This design comes from an exercise in tuning for small area, a short achievable clock period and few clock cycles on the open sky130 flow, not from production work.
The RTL was checked by simulation tests, not by an equivalence proof against the original design.
The clock port is modelled as an ideal driver, which makes a skipped or thinned clock tree look cheaper than it is; a real chip needs a root buffer or a tree.
Power figures rest on the tool's default switching activity, not on a simulated workload.

==> inputs of job 2093 <==
## frame_decoder
module frame_decoder (
    input  wire       clk,
    input  wire       rst,
    input  wire       rx_valid,
    input  wire [7:0] rx_data,
    output wire       rx_ready,
    output reg        fr_valid,
    output reg        fr_sof,
    output reg        fr_eof,
    output reg  [7:0] fr_data,
    output reg        err_valid,
    output reg  [1:0] err_code,
    output wire [7:0] err_info
);
Settings: LEC_CHECK=0, ABC_AREA=1, CAP_MARGIN=20, CORE_MARGIN=2, CORE_UTILIZATION=60, SETUP_SLACK_MARGIN=4.2, SLEW_MARGIN=20, TNS_END_PERCENT=10; clock period 6.0 ns.
standard.sh (not shown) runs the stock make flow with config.mk's settings and CLKGATE_MAP_FILE= SYNTH_SCRIPT=/design/flow/synth_recipe.tcl, a recipe that flattens the netlist after the stock synthesis.
==> flow/flow/run.sh <==
#!/bin/bash
# The standard layout, except for the clock tree: flow/pre_cts.tcl builds
# a two-level tree (clock port -> 4 root buffers -> 44 leaf buffers ->
# flip-flops) before the CTS step, in place of TritonCTS's three levels.
# The rest of the CTS step (legalisation, timing repair) runs as usual.
# Port buffers are buf_2 instead of the default delay-cell buffers.
set -euo pipefail
here=$(pwd)
export PRE_CTS_TCL="$here/flow/pre_cts.tcl"
export BUFFER_PORTS_ARGS="-buffer_cell sky130_fd_sc_hd__buf_2"
bash standard.sh > "$here/standard.log" 2>&1
==> flow/flow/pre_cts.tcl <==
# Runs in ORFS's CTS step, before clock_tree_synthesis. Builds a balanced
# two-level clock tree by hand and turns the clock_tree_synthesis call of the
# step into a no-op, so the step's legalisation and repair act on this tree.
# The flip-flop clock pins are split into equal clusters by recursive
# bisection of their locations; one leaf buffer per cluster sits at its
# centroid, and the leaves are split the same way among the root buffers,
# which the clock port drives directly.
set mt_nleaf 44
set mt_nroot 4
set mt_master sky130_fd_sc_hd__clkbuf_16

proc mt_split {pts k} {
  if {$k <= 1} { return [list $pts] }
  set xs [lmap p $pts {lindex $p 0}]
  set ys [lmap p $pts {lindex $p 1}]
  set dx [expr {[tcl::mathfunc::max {*}$xs] - [tcl::mathfunc::min {*}$xs]}]
  set dy [expr {[tcl::mathfunc::max {*}$ys] - [tcl::mathfunc::min {*}$ys]}]
  set idx [expr {$dx >= $dy ? 0 : 1}]
  set s [lsort -real -index $idx $pts]
  set k1 [expr {$k / 2}]
  set k2 [expr {$k - $k1}]
  set n1 [expr {int(round(double([llength $s]) * $k1 / $k))}]
  return [concat [mt_split [lrange $s 0 [expr {$n1 - 1}]] $k1] \
                 [mt_split [lrange $s $n1 end] $k2]]
}

proc mt_centroid {pts} {
  set sx 0.0
  set sy 0.0
  foreach p $pts {
    set sx [expr {$sx + [lindex $p 0]}]
    set sy [expr {$sy + [lindex $p 1]}]
  }
  set n [llength $pts]
  return [list [expr {int($sx / $n)}] [expr {int($sy / $n)}]]
}

proc mt_buffer {block m name xy net_in net_out} {
  set inst [odb::dbInst_create $block $m $name]
  $inst setLocation [lindex $xy 0] [lindex $xy 1]
  $inst setPlacementStatus PLACED
  [$inst findITerm A] connect $net_in
  [$inst findITerm X] connect $net_out
  [$inst findITerm VPWR] connect [$block findNet VDD]
  [$inst findITerm VGND] connect [$block findNet VSS]
  return $inst
}

proc mt_build {clkname nleaf nroot master} {
  set db [ord::get_db]
  set block [ord::get_db_block]
  set m [$db findMaster $master]
  set clk [$block findNet $clkname]
  set pts {}
  foreach it [$clk getITerms] {
    set bb [[$it getInst] getBBox]
    lappend pts [list [expr {([$bb xMin] + [$bb xMax]) / 2}] \
                      [expr {([$bb yMin] + [$bb yMax]) / 2}] $it]
  }
  puts "pre_cts: [llength $pts] clock sinks, $nleaf leaf buffers, $nroot root buffers"
  set leaves {}
  set i 0
  foreach c [mt_split $pts $nleaf] {
    set net [odb::dbNet_create $block "clknet_leaf_$i"]
    $net setSigType CLOCK
    foreach p $c {
      set it [lindex $p 2]
      $it disconnect
      $it connect $net
    }
    set xy [mt_centroid $c]
    lappend leaves [list [lindex $xy 0] [lindex $xy 1] $net $i]
    incr i
  }
  set j 0
  foreach g [mt_split $leaves $nroot] {
    set rnet [odb::dbNet_create $block "clknet_root_$j"]
    $rnet setSigType CLOCK
    foreach p $g {
      mt_buffer $block $m "clkbuf_leaf_[lindex $p 3]" [lrange $p 0 1] $rnet [lindex $p 2]
    }
    mt_buffer $block $m "clkbuf_root_$j" [mt_centroid $g] $clk $rnet
    incr j
  }
}

mt_build clk $mt_nleaf $mt_nroot $mt_master

rename clock_tree_synthesis tritoncts_clock_tree_synthesis
proc clock_tree_synthesis {args} {
  puts "pre_cts: clock tree already built; clock_tree_synthesis $args skipped"
  set_propagated_clock [all_clocks]
}
==> job 8861 (differences from job 2093) <==
==> flow/flow/run.sh (replaced) <==
#!/bin/bash
# The standard layout, except for the clock tree: flow/pre_cts.tcl builds
# a two-level tree (clock port -> 4 root buffers -> 44 leaf buffers ->
# flip-flops) before the CTS step, in place of TritonCTS's three levels.
# The rest of the CTS step (legalisation, timing repair) runs as usual.
set -euo pipefail
here=$(pwd)
export PRE_CTS_TCL="$here/flow/pre_cts.tcl"
bash standard.sh > "$here/standard.log" 2>&1
- CORE_UTILIZATION: 60 -> 66
- SETUP_SLACK_MARGIN: 4.2 -> 4.0
- TNS_END_PERCENT: 10 -> not set
==> job 8714 (differences from job 2093) <==
==> flow/run.sh (new file) <==
#!/bin/bash
# synth_recipe.tcl (not shown) runs the flow's synth.tcl, then flattens the netlist and writes it again
# the make line also repeats each setting of config.mk as NAME=value (left out here)
make -C /OpenROAD-flow-scripts/flow DESIGN_CONFIG=/design/flow/config.mk WORK_HOME=/design/flow/orfs CLKGATE_MAP_FILE= SYNTH_SCRIPT=/design/flow/synth_recipe.tcl finish
- ABC_CLOCK_PERIOD_IN_PS: not set -> 2200
- CTS_BUF_LIST: not set -> sky130_fd_sc_hd__clkbuf_16
- CTS_CLUSTER_DIAMETER: not set -> 70
- CTS_CLUSTER_SIZE: not set -> 32
- SETUP_SLACK_MARGIN: 4.2 -> 3.8
- TNS_END_PERCENT: 10 -> not set
removed: flow/flow/run.sh
removed: flow/flow/pre_cts.tcl
removed: flow/standard.sh
==> job 7761 (differences from job 2093) <==
--- a/flow/design.v
+++ b/flow/design.v
@@ -10,17 +10,16 @@
     output reg  [7:0] fr_data,
     output reg        err_valid,
     output reg  [1:0] err_code,
     output wire [7:0] err_info
 );
     localparam BUF_CAP = 128;           
     localparam N       = BUF_CAP + 2;   
     localparam VD      = 6;             
-    localparam VW      = 3;             
     reg  [8*N-1:0] ring;
     wire [7:0]     rdat = ring[8*N-1 -: 8];    
     function [7:0] lf_fwd;
         input [7:0] s;
         lf_fwd = {s[6:0], s[7] ^ s[5] ^ s[4] ^ s[3]};
     endfunction
     function [7:0] lf_back;
         input [7:0] s;
@@ -44,18 +43,19 @@
     reg  [7:0] d;       
     reg        d0;      
     reg  [7:0] e;       
     reg        e0;      
     reg  [7:0] cnt;     
     reg        full;    
     reg        empty;   
     reg  [VD-1:0] vq;   
-    reg  [VW-1:0] vcnt;
-    reg           vempty, vfull;
+    reg  [VD-1:0] vo;   
+    wire          vempty = ~vo[0];
+    wire          vfull  = vo[VD-1];
     reg         w_size, w_sizehi, w_cmd, w_pay, w_chk;
     reg  [7:0]  acc;        
     reg  [14:0] rem;        
     reg         rem1;       
     reg         nost;       
     reg         rdy;        
     reg         r_size, r_sizehi, r_cmd, r_pay, r_chk;
     reg  [7:0]  rrem;
@@ -77,32 +77,30 @@
     wire       dat_z    = ~|rx_data;
     wire vpush = take & w_chk & ~nost;
     wire vpop  = rd & r_cmd;
     always @(posedge clk)
         ring <= {ring[8*N-9:0], wr ? wdata : rdat};
     wire d_is1   = (d == LONE_BACK);
     wire cnt_isN1 = (cnt == LNM1);
     wire cnt_is1 = (cnt == LONE);
-    wire vcnt_isF1 = (vcnt == VD - 1);
-    wire vcnt_is1 = (vcnt == 1);
+    wire vcnt_isF1 = vo[VD-2];    
+    wire vcnt_is1 = ~vo[1];       
     wire [7:0] d_n     = d0 ? LWAIT : lf_fwd(d);
     wire       d0_n    = d0 ? wr : d_is1;
     wire [7:0] e_n     = e0 ? LWAIT : lf_fwd(e);
     wire       e0_n    = e0 ? rd : (e == LONE_BACK);
     wire       up      = wr & ~rd;
     wire       dn      = rd & ~wr;
     wire [7:0] cnt_n   = up ? lf_fwd(cnt) : dn ? lf_back(cnt) : cnt;
     wire       full_n  = up ? cnt_isN1 : dn ? 1'b0 : full;
     wire       empty_n = dn ? cnt_is1 : up ? 1'b0 : empty;
     wire       vup      = vpush & ~vpop;
     wire       vdn      = vpop & ~vpush;
-    wire [VW-1:0] vcnt_n = vup ? vcnt + 1'b1 : vdn ? vcnt - 1'b1 : vcnt;
-    wire       vfull_n  = vup ? vcnt_isF1 : vdn ? 1'b0 : vfull;
-    wire       vempty_n = vdn ? vcnt_is1 : vup ? 1'b0 : vempty;
+    wire [VD-1:0] vo_n   = vup ? {vo[VD-2:0], 1'b1} : vdn ? {1'b0, vo[VD-1:1]} : vo;
     wire len0   = ~nost & dat_z;                   
     wire lenbig = nost | (rx_data > BUF_CAP + 1);  
     reg  w_size_n, w_sizehi_n, w_cmd_n, w_pay_n, w_chk_n, nost_n, rem1_n;
     reg  [14:0] rem_n;
     always @* begin
         w_size_n = w_size; w_sizehi_n = w_sizehi; w_cmd_n = w_cmd;
         w_pay_n = w_pay; w_chk_n = w_chk; nost_n = nost;
         rem_n = rem; rem1_n = rem1;
@@ -190,56 +188,58 @@
         end
     endfunction
     wire rdy_n   = take ? rdy_f(1'b1) : rdy_f(1'b0);
     always @(posedge clk) begin
         if (rst) begin
             d <= LZ;  d0 <= 1'b1;
             e <= LZ;  e0 <= 1'b1;
             cnt <= LZ; full <= 1'b0; empty <= 1'b1;
-            vcnt <= 0; vfull <= 1'b0; vempty <= 1'b1;
+            vo <= {VD{1'b0}};
             w_size <= 1'b1; w_sizehi <= 1'b0; w_cmd <= 1'b0; w_pay <= 1'b0; w_chk <= 1'b0;
             nost <= 1'b0;
             r_size <= 1'b1; r_sizehi <= 1'b0; r_cmd <= 1'b0; r_pay <= 1'b0; r_chk <= 1'b0;
             rdy <= 1'b1;
             fr_valid <= 1'b0;
             err_valid <= 1'b0;
         end else begin
             d <= d_n;  d0 <= d0_n;
             e <= e_n;  e0 <= e0_n;
             cnt <= cnt_n; full <= full_n; empty <= empty_n;
-            vcnt <= vcnt_n; vfull <= vfull_n; vempty <= vempty_n;
+            vo <= vo_n;
             w_size <= w_size_n; w_sizehi <= w_sizehi_n; w_cmd <= w_cmd_n;
             w_pay <= w_pay_n; w_chk <= w_chk_n;
             nost <= nost_n;
             r_size <= r_size_n; r_sizehi <= r_sizehi_n; r_cmd <= r_cmd_n;
             r_pay <= r_pay_n; r_chk <= r_chk_n;
             rdy <= rdy_n;
             fr_valid  <= rd & ((r_cmd & vq[0]) | (r_pay & rout));
             err_valid <= take & ((w_sizehi & len0) | (w_chk & (acc_nz | nost)));
         end
     end
     always @(posedge clk) begin
         rem  <= rem_n;
         rem1 <= rem1_n;
-        acc <= (take & w_sizehi & len0) ? 8'h00 : acc_tk;
+        acc <= {acc_tk[7] & ~(take & w_sizehi & len0), acc_tk[6:0]};
         err_code <= w_chk ? (acc_nz ? 2'd1 : 2'd3) : 2'd2;
         fr_sof   <= r_cmd;
         fr_eof   <= reof;
         fr_data  <= rdat;
     end
+    wire [VD-1:0] vo_up = {1'b0, vo[VD-1:1]};    
+    wire [VD-1:0] vo_dn = {vo[VD-2:0], 1'b1};    
     always @(posedge clk) begin : vfifo
         integer i;
         for (i = 0; i < VD; i = i + 1) begin
             if (vpop) begin
-                if (vpush && vcnt == i + 1)
+                if (vpush && vo[i] && !vo_up[i])
                     vq[i] <= ~acc_nz;
                 else if (i < VD - 1)
                     vq[i] <= vq[i+1];
-            end else if (vpush && vcnt == i)
+            end else if (vpush && !vo[i] && vo_dn[i])
                 vq[i] <= ~acc_nz;
         end
     end
     always @(posedge clk) begin
         if (rd) begin
             if (r_size) begin
                 rrem <= {1'b0, rdat[6:0]};
                 reof <= (rdat[6:0] == 7'd1);
==> flow/flow/run.sh (replaced) <==
#!/bin/bash
# The standard layout, except for the clock tree: flow/pre_cts.tcl builds
# a two-level tree of inverters (clock port -> 4 root inverters -> 48 leaf
# inverters -> flip-flops) before the CTS step, in place of TritonCTS's three
# levels of buffers.
# The rest of the CTS step (legalisation, timing repair) runs as usual.
# Port buffers are buf_2 instead of the default delay-cell buffers.
set -euo pipefail
here=$(pwd)
export PRE_CTS_TCL="$here/flow/pre_cts.tcl"
export BUFFER_PORTS_ARGS="-buffer_cell sky130_fd_sc_hd__buf_2"
bash standard.sh > "$here/standard.log" 2>&1
==> flow/flow/pre_cts.tcl (replaced) <==
# Runs in ORFS's CTS step, before clock_tree_synthesis. Builds a balanced
# two-level clock tree of inverters by hand (two inversions, so every
# flip-flop sees the clock's own polarity) and turns the clock_tree_synthesis call of the
# step into a no-op, so the step's legalisation and repair act on this tree.
# The flip-flop clock pins are split into equal clusters by recursive
# bisection of their locations; one leaf inverter per cluster sits at its
# centroid, and the leaves are split the same way among the root inverters,
# which the clock port drives directly.
set mt_nleaf 48
set mt_nroot 4
set mt_root_master sky130_fd_sc_hd__clkinv_16
set mt_leaf_master sky130_fd_sc_hd__clkinv_8

proc mt_split {pts k} {
  if {$k <= 1} { return [list $pts] }
  set xs [lmap p $pts {lindex $p 0}]
  set ys [lmap p $pts {lindex $p 1}]
  set dx [expr {[tcl::mathfunc::max {*}$xs] - [tcl::mathfunc::min {*}$xs]}]
  set dy [expr {[tcl::mathfunc::max {*}$ys] - [tcl::mathfunc::min {*}$ys]}]
  set idx [expr {$dx >= $dy ? 0 : 1}]
  set s [lsort -real -index $idx $pts]
  set k1 [expr {$k / 2}]
  set k2 [expr {$k - $k1}]
  set n1 [expr {int(round(double([llength $s]) * $k1 / $k))}]
  return [concat [mt_split [lrange $s 0 [expr {$n1 - 1}]] $k1] \
                 [mt_split [lrange $s $n1 end] $k2]]
}

proc mt_centroid {pts} {
  set sx 0.0
  set sy 0.0
  foreach p $pts {
    set sx [expr {$sx + [lindex $p 0]}]
    set sy [expr {$sy + [lindex $p 1]}]
  }
  set n [llength $pts]
  return [list [expr {int($sx / $n)}] [expr {int($sy / $n)}]]
}

proc mt_inverter {block m name xy net_in net_out} {
  set inst [odb::dbInst_create $block $m $name]
  $inst setLocation [lindex $xy 0] [lindex $xy 1]
  $inst setPlacementStatus PLACED
  [$inst findITerm A] connect $net_in
  [$inst findITerm Y] connect $net_out
  [$inst findITerm VPWR] connect [$block findNet VDD]
  [$inst findITerm VGND] connect [$block findNet VSS]
  return $inst
}

proc mt_build {clkname nleaf nroot rmaster lmaster} {
  set db [ord::get_db]
  set block [ord::get_db_block]
  set rm [$db findMaster $rmaster]
  set lm [$db findMaster $lmaster]
  set clk [$block findNet $clkname]
  set pts {}
  foreach it [$clk getITerms] {
    set bb [[$it getInst] getBBox]
    lappend pts [list [expr {([$bb xMin] + [$bb xMax]) / 2}] \
                      [expr {([$bb yMin] + [$bb yMax]) / 2}] $it]
  }
  puts "pre_cts: [llength $pts] clock sinks, $nleaf leaf inverters, $nroot root inverters"
  set leaves {}
  set i 0
  foreach c [mt_split $pts $nleaf] {
    set net [odb::dbNet_create $block "clknet_leaf_$i"]
    $net setSigType CLOCK
    foreach p $c {
      set it [lindex $p 2]
      $it disconnect
      $it connect $net
    }
    set xy [mt_centroid $c]
    lappend leaves [list [lindex $xy 0] [lindex $xy 1] $net $i]
    incr i
  }
  set j 0
  foreach g [mt_split $leaves $nroot] {
    set rnet [odb::dbNet_create $block "clknet_root_$j"]
    $rnet setSigType CLOCK
    foreach p $g {
      mt_inverter $block $lm "clkinv_leaf_[lindex $p 3]" [lrange $p 0 1] $rnet [lindex $p 2]
    }
    mt_inverter $block $rm "clkinv_root_$j" [mt_centroid $g] $clk $rnet
    incr j
  }
}

mt_build clk $mt_nleaf $mt_nroot $mt_root_master $mt_leaf_master

rename clock_tree_synthesis tritoncts_clock_tree_synthesis
proc clock_tree_synthesis {args} {
  puts "pre_cts: clock tree already built; clock_tree_synthesis $args skipped"
  set_propagated_clock [all_clocks]
}

# The step next clones each clock-tree inverter for every flip-flop it
# drives, which would undo the tree; the tree needs none of that.
rename repair_clock_inverters orfs_repair_clock_inverters
proc repair_clock_inverters {args} {
  puts "pre_cts: repair_clock_inverters skipped"
}
- SETUP_SLACK_MARGIN: 4.2 -> 4.1
- TNS_END_PERCENT: 10 -> 5
==> out/qor.txt <==
Synth Area in Simple Gates -> 0.0443
DRT met1 WL -> 16,200 µm
Area delta synth->final -> 8.29%
Share of cells above drive strength 1 -> 0.0969
Reg power frac -> 0.731
DP Wirelength -> 17,200 µm
F_max -> 491 MHz
Status -> timing/DRC/antenna clean
Critical R2R Capture -> rem[14]
Crit Path Max Fanout -> 7
Power Combinational -> 458 µW
Invs w/o clock -> 153
Psw -> 2.81 mW
GPL Wtd Cong -> 0.809
Routing usage on met2 -> 0.190
(the above is from job 7761)
==> out/qor.txt <==
Status -> timing/DRC/antenna clean
DRT met1 WL -> 16,600 µm
Critical R2R Capture -> rrem[6]
Share of cells above drive strength 1 -> 0.0896
Crit Path Max Fanout -> 1
GPL Wtd Cong -> 0.776
Area delta synth->final -> 10.0%
Routing usage on met2 -> 0.205
Invs w/o clock -> 103
Psw -> 2.63 mW
(the above is from job 8714)
==> out/qor.txt <==
Status -> timing/DRC/antenna clean
Critical R2R Capture -> rem[14]
Biggest regs -> ring x1040, rem x15
Share of cells above drive strength 1 -> 0.124
Area delta synth->final -> 11.0%
Setup slack, reg-to-reg -> 4.05 ns
GPL Wtd Cong -> 0.814
Invs w/o clock -> 103
DP Wirelength -> 17,300 µm
Power Combinational -> 579 µW
RSZ-0062 raised after global routing -> yes
Psw -> 2.50 mW
Hold depth -> 0
F_max -> 476 MHz
TAP cells -> 585
Critical R2R Launch -> rem[0]
Routing usage on met2 -> 0.190
Worst slew pin tran -> 1.03 ns
Reg power frac -> 0.682
Synth Area in Simple Gates -> 0.0452
DRT met1 WL -> 16,400 µm
(the above is from job 2093)
==> out/qor.txt <==
Status -> timing/DRC/antenna clean
P_clk -> 3.43 mW
Biggest regs -> ring x1040, rem x15
Invs w/o clock -> 103
Hold crit path type -> flip-flop to flip-flop
GPL Wtd Cong -> 0.819
Crit Path Max Fanout -> 2
Final antenna diode count -> 0
Share of cells above drive strength 1 -> 0.128
Synth Area in Simple Gates -> 0.0452
Reg power frac -> 0.680
Required @ worst endpoint -> 4.80 ns
Critical R2R Capture -> rdy
Routing usage on met2 -> 0.245
Psw -> 2.55 mW
Int Pwr -> 10.0 mW
Area delta synth->final -> 11.8%
DP Wirelength -> 17,400 µm
Max-slew violation total from the final report -> 0
Power Combinational -> 590 µW
(the above is from job 8861)
Testbench counts of job 2093, summed over its fixed seeds: cycles 25,007.
Testbench counts of job 8861, summed over its fixed seeds: cycles 25,007.
Testbench counts of job 8714, summed over its fixed seeds: cycles 25,007.
Testbench counts of job 7761, summed over its fixed seeds: cycles 25,007.
The clock cells of job 2093, job 8861 and job 7761 come from the design's own scripts or RTL, not from TritonCTS.

==> re-timing with driven ports <==
In the flow no input, the clock included, has a driving cell. The finished layouts below were timed again as built, in two steps. Step 1 (the two cells are an assumption about what drives the block):
set clk [get_ports {clk}]
set_driving_cell -lib_cell sky130_fd_sc_hd__clkbuf_16 $clk
set_driving_cell -lib_cell sky130_fd_sc_hd__buf_2 [delete_from_list [all_inputs] $clk]
Step 2 times the ports against the registers' clock, not the clock port: input delays grow and output delays shrink by t, the midpoint of the rising clock arrivals with the driver on. Three values: no drivers, after step 1, after step 2; two values: the first two.
run	t, ns	slack for setup (ns)	hold WS [ns]	worst setup path after step 2	latest minus earliest clock arrival (ns)
job 2093	0.519	3.898 / 3.784 / 3.474	0.315 / 0.315 / 0.315	input to register	0.039 / 0.040
job 8861	0.518	3.890 / 3.774 / 3.447	0.325 / 0.325 / 0.325	input to register	0.028 / 0.029
job 8714	0.650	3.692 / 3.635 / 3.286	0.321 / 0.321 / 0.321	input to register	0.037 / 0.038
job 7761	0.544	3.963 / 3.745 / 3.628	0.319 / 0.320 / 0.320	input to register	0.047 / 0.047
After both steps every run listed still meets setup and hold. The setup slack of job 8861, which loses most, moves by -0.116 ns with the drivers and by -0.443 ns with both steps.
